This is an optimization exercise on Yosys and OpenROAD, whose aim is small area, a short achievable clock period and few clock cycles, not a production implementation. Only simulation tests tie the RTL to the original design; equivalence was not proved. No activity file was given, so power comes from the tool's default toggle rates.

== run A ==
==> flow/design.v (excerpt) <==
module evm_core (
    input  wire        clk,
    input  wire        rst,           
    input  wire [63:0] prog_len,      
    output wire        imem_req,
    output wire [63:0] imem_addr,
    input  wire        imem_ready,
    input  wire [63:0] imem_rdata,
    output reg         out_valid,
    output reg  [7:0]  out_byte,
    output reg  [1:0]  status,        
    output reg  [2:0]  cause,
    output reg  [63:0] fault_pc,
    output reg  [63:0] fault_info
);
export LEC_CHECK = 0
export ABC_AREA = 1
export CAP_MARGIN = 40
export CORE_MARGIN = 2
export CORE_UTILIZATION = 50
export CTS_CLUSTER_DIAMETER = 100
export CTS_CLUSTER_SIZE = 20
export PLACE_DENSITY = 0.65
export SETUP_SLACK_MARGIN = 0.5
export SLEW_MARGIN = 20
export TNS_END_PERCENT = 0
create_clock -name core_clock -period 16.0 [get_ports {clk}]
standard.sh (not shown) runs the stock make flow with config.mk's settings and CLKGATE_MAP_FILE= SYNTH_SCRIPT=/design/flow/synth_recipe.tcl, a recipe that flattens the netlist after the stock synthesis.
==> flow/flow/run.sh <==
#!/bin/bash
set -euo pipefail
bash standard.sh SETUP_SLACK_MARGIN=11.5 \
  "BUFFER_PORTS_ARGS=-buffer_cell sky130_fd_sc_hd__buf_4" finish > flow_make.log 2>&1
Run A finished all stages; the layout is clean.
Testbench counts of run A, summed over its fixed seeds: cycles 35,453.
## Diff of input files: run D against run A
-- flow/design.v --
<<< run A, line 11
    output reg  [1:0]  status,        
    output reg  [2:0]  cause,
    output reg  [63:0] fault_pc,
    output reg  [63:0] fault_info
);
>>> run D, line 11
    output reg  [1:0]  status,        
    output reg  [2:0]  cause,
    output wire [63:0] fault_pc,
    output reg  [63:0] fault_info
);
<<< run A, line 72
    assign imem_req   = fvalid;
    assign imem_addr  = fpc;
    wire [4:0] op      = ir[4:0];
    wire       illegal = ir_hi | (ir[4] & ir[3]);
>>> run D, line 72
    assign imem_req   = fvalid;
    assign imem_addr  = fpc;
    assign fault_pc = fpc;
    wire [4:0] op      = ir[4:0];
    wire       illegal = ir_hi | (ir[4] & ir[3]);
<<< run A, line 593
        if (init1)
            fpc <= 64'd0;
        else if (redir)
            fpc <= rtgt;
>>> run D, line 594
        if (init1)
            fpc <= 64'd0;
        else if (fault)
            fpc <= (f_pcsel == 2'd0) ? fpc : (f_pcsel == 2'd2) ? fpc_m2 : fpc_m1;
        else if (halt_now)
            ;
        else if (redir)
            fpc <= rtgt;
<<< run A, line 626
            else if (mbusy && mcnt[0]) mbusy <= 1'b0;
        end
        fault_pc <= ({64{fault}} & ((f_pcsel == 2'd0) ? fpc : (f_pcsel == 2'd2) ? fpc_m2 : fpc_m1)) |
                    ({64{~fault & ~init1}} & fault_pc);
        cause <= ({3{fault}} & f_cause) | ({3{~fault & ~init1}} & cause);
        if (fault) begin
            case (f_info)
>>> run D, line 631
            else if (mbusy && mcnt[0]) mbusy <= 1'b0;
        end
        if (fault) cause <= f_cause;
        if (fault) begin
            case (f_info)
## What came out
- The final layout from run D, which completed every stage, passed the timing, DRC and antenna checks at the end of the flow.
- Global-route usage for run D: 1.1 points down relative to run A
- HPWL reported at the end of detailed placement for run D: about 2.3% down relative to run A
- The lower total clock sinks of run A and run D is in run D.
- Lower worst setup slack was reported by run A, not run D.
- Re compound-cell area share of the yosys netlist: run D is 0.29 points up on run A.
- The via count of run D was superior to that of run A.
- [compare] base=run A new=run D: area overhead of the layout relative to synthesis has decreased, worst hold slack has remained practically unchanged, share of total power in the clock network has decreased.
- The post-synth design cell area in run D sits 810 sq um below the value recorded for run A.
- Delta (run D minus run A): die area -1600 sq um; post-route clock period utilization has decreased; met3 demand-to-capacity share in global routing fell 1.3 points; met1 layer wirelength in the final routing did not really move.
Testbench counts of run D, summed over its fixed seeds: cycles 35,453.


== sierra ==
evm_core, a different RTL version from the one above (not shown whole).
Size: about 3300 flip-flops, about 340 I/O pins.
Settings: LEC_CHECK=0, ABC_AREA=1, CAP_MARGIN=40, CORE_MARGIN=2, CORE_UTILIZATION=50, CTS_CLUSTER_DIAMETER=100, CTS_CLUSTER_SIZE=20, PLACE_DENSITY=0.65, SETUP_SLACK_MARGIN=0.5, SLEW_MARGIN=20, TNS_END_PERCENT=0; clock period 16.0 ns.
Scripts as last shown in full above: flow/flow/run.sh
Testbench counts of sierra, summed over its fixed seeds: cycles 35,453.
Input changes introduced in zinc (baseline for comparison: sierra):
diff --git a/flow/design.v b/flow/design.v
--- a/flow/design.v
+++ b/flow/design.v
@@ -184,15 +184,14 @@
             for (q = 13; q >= 0; q = q - 1)
                 nthermo[q] = nthermo[q+1] | (|x[4*q+3 +: 4]);
         end
     endfunction
     wire [14:0] th_t = nthermo(T);
     wire [14:0] th_n = nthermo(N);
     wire       mswap = |(th_n & ~th_t);    
-    wire       mzero = (~th_t[0] & ~|T[2:0]) | (~th_n[0] & ~|N[2:0]);    
     wire [15:0] oh_t = {th_t[14], th_t[13:0] & ~th_t[14:1], ~th_t[0]};
     wire [15:0] oh_n = {th_n[14], th_n[13:0] & ~th_n[14:1], ~th_n[0]};
     function [4:0] wsel;
         input [63:0] x;
         input [15:0] oh;
         integer q;
         reg   [64:0] xe;
@@ -305,32 +304,25 @@
                     refill = 1'b1;
                 end else begin
                     case (op)
                     OP_SWAP: begin
                         take = 1'b1; tsel = TS_N; nsel = NS_T;
                     end
                     OP_MULTU: begin
-                        tsel = TS_ZERO;
-                        if (mzero) begin
-                            take = 1'b1;
-                            if (a_nz) begin nsel = NS_PV; at_dec = 1'b1; end
-                            else nv_n = 1'b0;
-                        end else begin
-                            m_start = 1'b1;
-                            if (mswap) nsel = NS_T;
-                        end
+                        m_start = 1'b1; tsel = TS_ZERO;
+                        if (mswap) nsel = NS_T;
                     end
                     OP_WRITE8, OP_WRITE64: begin
-                        if (!hz_e && !hz_q) begin
+                        if (!oobm && !hz_e && !hz_q) begin
                             take = 1'b1; m_we = 1'b1; pop2 = 1'b1;
                         end
                     end
                     OP_PUTS: begin
-                        if (!qv) begin
-                            take = 1'b1; q_load = (T[7:0] != 8'd0) & ~illegal & ~oobp; pop2 = 1'b1;
+                        if (!oobp && !qv) begin
+                            take = 1'b1; q_load = (T[7:0] != 8'd0) & ~illegal; pop2 = 1'b1;
                         end
                     end
                     OP_JPC, OP_JRC: begin
                         take = 1'b1; pop2 = 1'b1;
                         if (N != 64'd0) begin
                             redir = 1'b1; redir_rel = (op == OP_JRC);
                         end
@@ -403,15 +395,15 @@
             if (!tv) begin tsel = TS_PV; tv_n = 1'b1; end
             else     begin nsel = NS_PV; nv_n = 1'b1; end
         end
     end
     reg  [127:0] mem_en;
     always @* begin
         for (k = 0; k < 128; k = k + 1)
-            mem_en[k] = init1 | (m_we && !oobm && wrow[k % 8] == (k / 8) &&
+            mem_en[k] = init1 | (m_we && wrow[k % 8] == (k / 8) &&
                                  (op == OP_WRITE64 || (k % 8) == waddr[2:0]));
     end
     wire [63:0] mem_d = wdat & {64{~init1}};
     reg        fault;
     reg [2:0]  f_cause;
     reg [1:0]  f_pcsel;      
     reg [2:0]  f_info;       
## What came out
zinc finished end to end and its layout was clean on timing, DRC and antenna.
Summary of zinc over sierra: amount of wire on met3 after detailed routing increased by 30 mm relative to the old numbers, power attributed to combinational cells climbed about 2%, number of signal-net inverters in the final layout grew by 19.
zinc — footprint of the multi-input gates about 2% lower, sierra as reference
Compared with sierra, zinc shows a shortest clock period the worst path allows after layout that is 0.24 ns lower.
Y dimension of the die delta for zinc relative to sierra: about 0.55% lower
In the flow results for sierra and zinc, the total of fill cells in the finished design is smaller on zinc.
Looking at sierra and zinc, the clock-pin slew of the registers on the worst-case setup and hold paths is a wash.
Setup WNS sierra -> zinc: better
Relative to sierra, total core area has gone down in zinc.
Looking at largest stage delay on the critical path, zinc sits 0.18 ns below sierra.
As far as starting density of the core is concerned, sierra and zinc perform about the same.
Looking at global routing usage on met3, zinc sits 6.3 points higher than sierra does.
Side by side, total wire length after detailed routing turned out higher in zinc than in sierra.
Testbench counts of zinc, summed over its fixed seeds: cycles 35,556.

[separate check: timing with driven ports]
In the flow no input, the clock included, has a driving cell. The finished layouts below were timed again as built, in two steps.
Step 1 assumes that a clkbuf_16 drives the clock port and a buf_2 every other input.
Step 2 also shifts input and output timing later by t, the mid clock arrival at the registers, as if the neighbouring blocks saw the same clock.
Slacks: no drivers / after step 1 / after step 2; pairs: no drivers / after step 1.
run | t (ns) | slack for setup (ns) | worst register clock-pin slew, ns
run A | 1.114 | 10.490 / 10.490 / 9.793 | 0.11 / 0.11
run D | 1.115 | 10.754 / 10.623 / 9.874 | 0.11 / 0.11
sierra | 1.135 | 10.545 / 10.545 / 9.938 | 0.10 / 0.10
zinc | 1.103 | 10.783 / 10.783 / 10.120 | 0.10 / 0.10
After both steps every run listed still meets setup and hold. The setup slack of run D, which loses most, moves by -0.131 ns with the drivers and by -0.880 ns with both steps.
